Background: an optimization exercise with open tools, aiming at small area. Do not read the settings as production practice.
Function was checked by simulation only, so behaviour that the tests miss may differ from the original.
No activity file was given, so power comes from the tool's default toggle rates.

## run D
==> flow/design.v (excerpt) <==
module hesch_cpu (
    input  wire       clk,
    input  wire       rst,
    output wire [7:0] mem_addr,
    input  wire [7:0] mem_rdata,
    output wire       mem_we,
    output wire [7:0] mem_wdata,
    output wire       out_valid,
    output wire [7:0] out_data,
    output wire       halted,
    output wire       fault
);
    localparam [1:0] S_INIT = 2'd0, S_R1 = 2'd1, S_R2MOV = 2'd2, S_R2JMP = 2'd3;
    reg [1:0] state;
    reg [2:0] phase;
    reg       halted_q;
    reg       fault_q;
    reg       cy;       
    reg       pc_cy;    
    reg [7:0] ra, rb, rc, rd, rbank, rpc;
    reg [7:0] mar;
    reg [7:1] t;        
    wire first = (phase == 3'd0);
    wire last  = (phase == 3'd7);
    wire init  = (state == S_INIT);
    wire r1    = (state == S_R1);
    wire r2mov = (state == S_R2MOV);
    wire r2jmp = (state == S_R2JMP);
    wire [3:0] op   = mem_rdata[3:0];
    wire [1:0] f_r1 = mem_rdata[7:6];
    wire [1:0] f_r2 = mem_rdata[5:4];
    wire [3:0] dst  = mem_rdata[7:4];
    wire [2:0] src  = mem_rdata[2:0];
    wire pc_cin = first ? 1'b1 : pc_cy;
    wire inc    = rpc[0] ^ pc_cin;
    wire o_ser = mem_rdata[phase];
    wire       spec_src = r2jmp || (r2mov && src[2] && src[1:0] != 2'd2);
    wire [1:0] rsel = r2mov ? {src[1] & ~src[2], src[0]} : f_r1;
    reg x_reg, y, x1;
    always @(*) begin
        case (rsel)
            2'd0: x_reg = ra[0];
            2'd1: x_reg = rb[0];
            2'd2: x_reg = rc[0];
            default: x_reg = rd[0];
        endcase
        case (f_r2)
            2'd0: y = ra[0];
            2'd1: y = rb[0];
            2'd2: y = rc[0];
            default: y = rd[0];
        endcase
        case (f_r1)
            2'd0: x1 = ra[1];
            2'd1: x1 = rb[1];
            2'd2: x1 = rc[1];
            default: x1 = rd[1];
        endcase
    end
    wire x_spec = (r2mov && src[1]) ? rbank[0] : ((r2jmp || src[0]) ? o_ser : inc);
    wire x = spec_src ? x_spec : x_reg;
    wire sub   = (op[2:0] == 3'd1);
    wire addsub = (op[2:1] == 2'b00);
    wire yi    = y ^ sub;
  ...
Size: about 190 cells after synthesis, roughly 2200 µm² of cells after synthesis.
==> module hesch_cpu, before the edit <==
module hesch_cpu (
    input  wire       clk,
    input  wire       rst,
    output wire [7:0] mem_addr,
    input  wire [7:0] mem_rdata,
    output wire       mem_we,
    output wire [7:0] mem_wdata,
    output wire       out_valid,
    output wire [7:0] out_data,
    output wire       halted,
    output wire       fault
);
    localparam [1:0] S_INIT = 2'd0, S_R1 = 2'd1, S_R2MOV = 2'd2, S_R2JMP = 2'd3;
    reg [1:0] state;
    reg [2:0] phase;
    reg       halted_q;
    reg       fault_q;
    reg       cy;       
    reg       pc_cy;    
    reg [7:0] ra, rb, rc, rd, rbank, rpc;
    reg [7:0] mar;
    reg [7:1] t;        
    wire first = (phase == 3'd0);
    wire last  = (phase == 3'd7);
    wire init  = (state == S_INIT);
    wire r1    = (state == S_R1);
    wire r2mov = (state == S_R2MOV);
    wire r2jmp = (state == S_R2JMP);
    wire [3:0] op   = mem_rdata[3:0];
    wire [1:0] f_r1 = mem_rdata[7:6];
    wire [1:0] f_r2 = mem_rdata[5:4];
    wire [3:0] dst  = mem_rdata[7:4];
    wire [2:0] src  = mem_rdata[2:0];
    wire pc_cin = first ? 1'b1 : pc_cy;
    wire inc    = rpc[0] ^ pc_cin;
    wire o_ser = mem_rdata[phase];
    wire       spec_src = r2jmp || (r2mov && src[2] && src[1:0] != 2'd2);
    wire [1:0] rsel = r2mov ? {src[1] & ~src[2], src[0]} : f_r1;
    reg x_reg, y, x1;
    always @(*) begin
        case (rsel)
            2'd0: x_reg = ra[0];
            2'd1: x_reg = rb[0];
            2'd2: x_reg = rc[0];
            default: x_reg = rd[0];
        endcase
        case (f_r2)
            2'd0: y = ra[0];
            2'd1: y = rb[0];
            2'd2: y = rc[0];
            default: y = rd[0];
        endcase
        case (f_r1)
            2'd0: x1 = ra[1];
            2'd1: x1 = rb[1];
            2'd2: x1 = rc[1];
            default: x1 = rd[1];
        endcase
    end
    wire x_spec = (r2mov && src[1]) ? rbank[0] : ((r2jmp || src[0]) ? o_ser : inc);
    wire x = spec_src ? x_spec : x_reg;
    wire sub   = (op[2:0] == 3'd1);
    wire addsub = (op[2:1] == 2'b00);
    wire yi    = y ^ sub;
    wire k     = (op[2:0] == 3'd3) || (addsub && (first ? sub : cy));
    wire maj   = (x & yi) | (x & k) | (yi & k);
    wire sum   = x ^ yi ^ k;
    reg alu;
    always @(*) begin
        case (op[2:0])
            3'd2, 3'd3: alu = maj;
            3'd6:       alu = !first && t[7];
            3'd7:       alu = !last && x1;
            default:    alu = sum;
        endcase
    end
    wire val = r1 ? alu : x;
    wire       wreg = (r1 && !op[3] && op[2:0] != 3'd5) || (r2mov && dst[3:2] == 2'b00);
    wire [1:0] widx = r2mov ? dst[1:0] : f_r1;
    wire [3:0] reg_we;
    assign reg_we[0] = wreg && widx == 2'd0;
    assign reg_we[1] = wreg && widx == 2'd1;
    assign reg_we[2] = wreg && widx == 2'd2;
    assign reg_we[3] = wreg && widx == 2'd3;
    wire bank_we = r2mov && (dst == 4'd7);
    wire pc_we   = r2jmp || (r2mov && dst == 4'd4);
    wire ins_a    = !init && (reg_we[0] ? val : ra[0]);
    wire ins_b    = !init && (reg_we[1] ? val : rb[0]);
    wire ins_c    = !init && (reg_we[2] ? val : rc[0]);
    wire ins_d    = !init && (reg_we[3] ? val : rd[0]);
    wire ins_bank = !init && (bank_we ? val : rbank[0]);
    wire ins_pc   = !init && (pc_we ? val : inc);
    wire put = r2mov && last;
    assign mem_we    = put && (dst == 4'd5) && (src != 3'd5);
    assign out_valid = put && (dst == 4'd9);
    assign mem_wdata = {x, t};
    assign out_data  = {x, t};
    assign mem_addr  = mar;
    assign halted    = halted_q;
    assign fault     = fault_q;
    wire stop = r1 && op[3] && op[2] && (op[1] || op[0]);
    always @(posedge clk) begin
        ra    <= {ins_a, ra[7:1]};
        rb    <= {ins_b, rb[7:1]};
        rc    <= {ins_c, rc[7:1]};
        rd    <= {ins_d, rd[7:1]};
        rbank <= {ins_bank, rbank[7:1]};
        rpc   <= {ins_pc, rpc[7:1]};
        t     <= {x, t[7:2]};
        cy    <= maj;
        pc_cy <= rpc[0] & pc_cin;
        if (last)
            mar <= {ins_pc, rpc[7:1]};
        if (rst) begin
            state    <= S_INIT;
            phase    <= 3'd0;
            halted_q <= 1'b0;
            fault_q  <= 1'b0;
        end else begin
            phase <= phase + 3'd1;
            if (last) begin
                if (halted_q)              state <= S_INIT;
                else if (r1 && op == 4'd8) state <= S_R2MOV;
                else if (r1 && op == 4'd9) state <= S_R2JMP;
                else                       state <= S_R1;
            end
            if (stop) begin
                halted_q <= 1'b1;
                fault_q  <= op[1];
            end
        end
    end
endmodule
export LEC_CHECK = 0
export ABC_AREA = 1
export CAP_MARGIN = 20
export CORE_MARGIN = 2
export CORE_UTILIZATION = 40
export PLACE_DENSITY = 0.6
export SLEW_MARGIN = 20
create_clock -name core_clock -period 10.0 [get_ports {clk}]
standard.sh (not shown) runs the stock make flow with config.mk's settings and CLKGATE_MAP_FILE= SYNTH_SCRIPT=/design/flow/synth_recipe.tcl, a recipe that flattens the netlist after the stock synthesis.
==> flow/flow/run.sh <==
#!/bin/bash
# The standard synthesis; then the combinational logic re-mapped for area
# and set to the smallest drive strengths; then the standard layout with
# the smallest buffer on the ports and a clock tree of small buffers without
# dummy loads. Each tool's output goes to a log of its own here.
set -euo pipefail
here=$(pwd)
res=$here/orfs/results/$FLOW_PLATFORM/hesch_cpu/base
bash standard.sh synth > synth.log 2>&1
dont_use=$(sed -n '/^export DONT_USE_CELLS += \\/,/^#/p' "$FLOW_HOME/platforms/sky130hd/config.mk" | grep -o 'sky130_fd_sc_hd__[a-z0-9_]*' | tr '\n' ' ')
python3 flow/libfilter.py "$FLOW_HOME/platforms/sky130hd/lib/sky130_fd_sc_hd__tt_025C_1v80.lib" "$here/filtered.lib" $dont_use > libfilter.log 2>&1
mkdir -p "$here/restructure"
ODB=$res/1_synth.odb SDC=$res/1_synth.sdc DONT_USE="$dont_use" FILTERED_LIB=$here/filtered.lib RESTRUCTURE_DIR=$here/restructure \
  openroad -no_init -exit flow/resynth.tcl > resynth.log 2>&1
bash standard.sh \
  BUFFER_PORTS_ARGS="-buffer_cell sky130_fd_sc_hd__buf_1" \
  CTS_ARGS="-sink_clustering_enable -repair_clock_nets -dont_use_dummy_load -buf_list sky130_fd_sc_hd__clkbuf_4 -sink_clustering_size 24 -sink_clustering_max_diameter 100" \
  finish > standard.log 2>&1
Other scripts of this flow, unchanged in this note and not shown: flow/flow/libfilter.py, flow/flow/resynth.tcl
Relative to run D, the following input files were edited for run A:
--- a/flow/design.v
+++ b/flow/design.v
@@ -11,13 +11,12 @@
     output wire       fault
 );
     localparam [1:0] S_INIT = 2'd0, S_R1 = 2'd1, S_R2MOV = 2'd2, S_R2JMP = 2'd3;
     reg [1:0] state;
     reg [2:0] phase;
     reg       halted_q;
-    reg       fault_q;
     reg       cy;       
     reg       pc_cy;    
     reg [7:0] ra, rb, rc, rd, rbank, rpc;
     reg [7:0] mar;
     reg [7:1] t;        
     wire first = (phase == 3'd0);
@@ -72,12 +71,13 @@
             3'd6:       alu = !first && t[7];
             3'd7:       alu = !last && x1;
             default:    alu = sum;
         endcase
     end
     wire val = r1 ? alu : x;
+    wire stop = r1 && op[3] && op[2] && (op[1] || op[0]);
     wire       wreg = (r1 && !op[3] && op[2:0] != 3'd5) || (r2mov && dst[3:2] == 2'b00);
     wire [1:0] widx = r2mov ? dst[1:0] : f_r1;
     wire [3:0] reg_we;
     assign reg_we[0] = wreg && widx == 2'd0;
     assign reg_we[1] = wreg && widx == 2'd1;
     assign reg_we[2] = wreg && widx == 2'd2;
@@ -85,23 +85,22 @@
     wire bank_we = r2mov && (dst == 4'd7);
     wire pc_we   = r2jmp || (r2mov && dst == 4'd4);
     wire ins_a    = !init && (reg_we[0] ? val : ra[0]);
     wire ins_b    = !init && (reg_we[1] ? val : rb[0]);
     wire ins_c    = !init && (reg_we[2] ? val : rc[0]);
     wire ins_d    = !init && (reg_we[3] ? val : rd[0]);
-    wire ins_bank = !init && (bank_we ? val : rbank[0]);
+    wire ins_bank = !init && (stop ? op[1] : (bank_we ? val : rbank[0]));
     wire ins_pc   = !init && (pc_we ? val : inc);
     wire put = r2mov && last;
     assign mem_we    = put && (dst == 4'd5) && (src != 3'd5);
     assign out_valid = put && (dst == 4'd9);
     assign mem_wdata = {x, t};
     assign out_data  = {x, t};
     assign mem_addr  = mar;
     assign halted    = halted_q;
-    assign fault     = fault_q;
-    wire stop = r1 && op[3] && op[2] && (op[1] || op[0]);
+    assign fault     = rbank[0];
     always @(posedge clk) begin
         ra    <= {ins_a, ra[7:1]};
         rb    <= {ins_b, rb[7:1]};
         rc    <= {ins_c, rc[7:1]};
         rd    <= {ins_d, rd[7:1]};
         rbank <= {ins_bank, rbank[7:1]};
@@ -112,22 +111,19 @@
         if (last)
             mar <= {ins_pc, rpc[7:1]};
         if (rst) begin
             state    <= S_INIT;
             phase    <= 3'd0;
             halted_q <= 1'b0;
-            fault_q  <= 1'b0;
         end else begin
             phase <= phase + 3'd1;
             if (last) begin
-                if (halted_q)              state <= S_INIT;
+                if (halted_q || stop)      state <= S_R2JMP;
                 else if (r1 && op == 4'd8) state <= S_R2MOV;
                 else if (r1 && op == 4'd9) state <= S_R2JMP;
                 else                       state <= S_R1;
             end
-            if (stop) begin
+            if (stop && last)
                 halted_q <= 1'b1;
-                fault_q  <= op[1];
-            end
         end
     end
 endmodule
Results
Clock skew up 4.0 ps in run A wrt run D. Wire: run A routes more than run D. Run D → run A: fraction of area in multi-input gates shows a reduction of 0.42 points; met3 track demand over resource in global routing shows a reduction of 0.17 points; synthesis-to-layout area growth shows no meaningful change. [compare] base=run D new=run A: sequential share of layout area moved up, total number of multi-input combinational cells saw a decrease, highest cell delay on the worst timing path increased 50 ps, final standard cell area without fillers fell by 1.8%, total die area went down 100 µm². Run A vs run D: cell count after placement down slightly. Looking at overall power of the completed layout, run A sits about 1.3% lower than run D does. Post-layout minimum cycle time was lower in the run labelled run D. Run A vs. run D: sequential cell count went down by about 1.4%.

==> port drivers added, routing unchanged <==
The results above use ideal ports. As a check the final layouts listed here were re-extracted and re-timed, cells and wires unchanged.
Step 1: set_driving_cell puts a clkbuf_16 on clk and a buf_2 on each other input, an assumption about the parent block.
Step 2 times the ports against the registers' clock, not the clock port: input delays grow and output delays shrink by t, the midpoint of the rising clock arrivals with the driver on.
Slacks: no drivers / after step 1 / after step 2; pairs: no drivers / after step 1.
run	shift t [ns]	setup slack, ns	worst setup path at the end	latest minus earliest clock arrival (ns)
run D	0.414	4.253 / 4.227 / 4.227	input to output	0.038 / 0.039
run A	0.395	4.224 / 4.196 / 4.196	input to output	0.043 / 0.042
After both steps every run listed still meets setup and hold. The setup slack of run A, which loses most, moves by -0.028 ns with the drivers and by -0.028 ns with both steps.
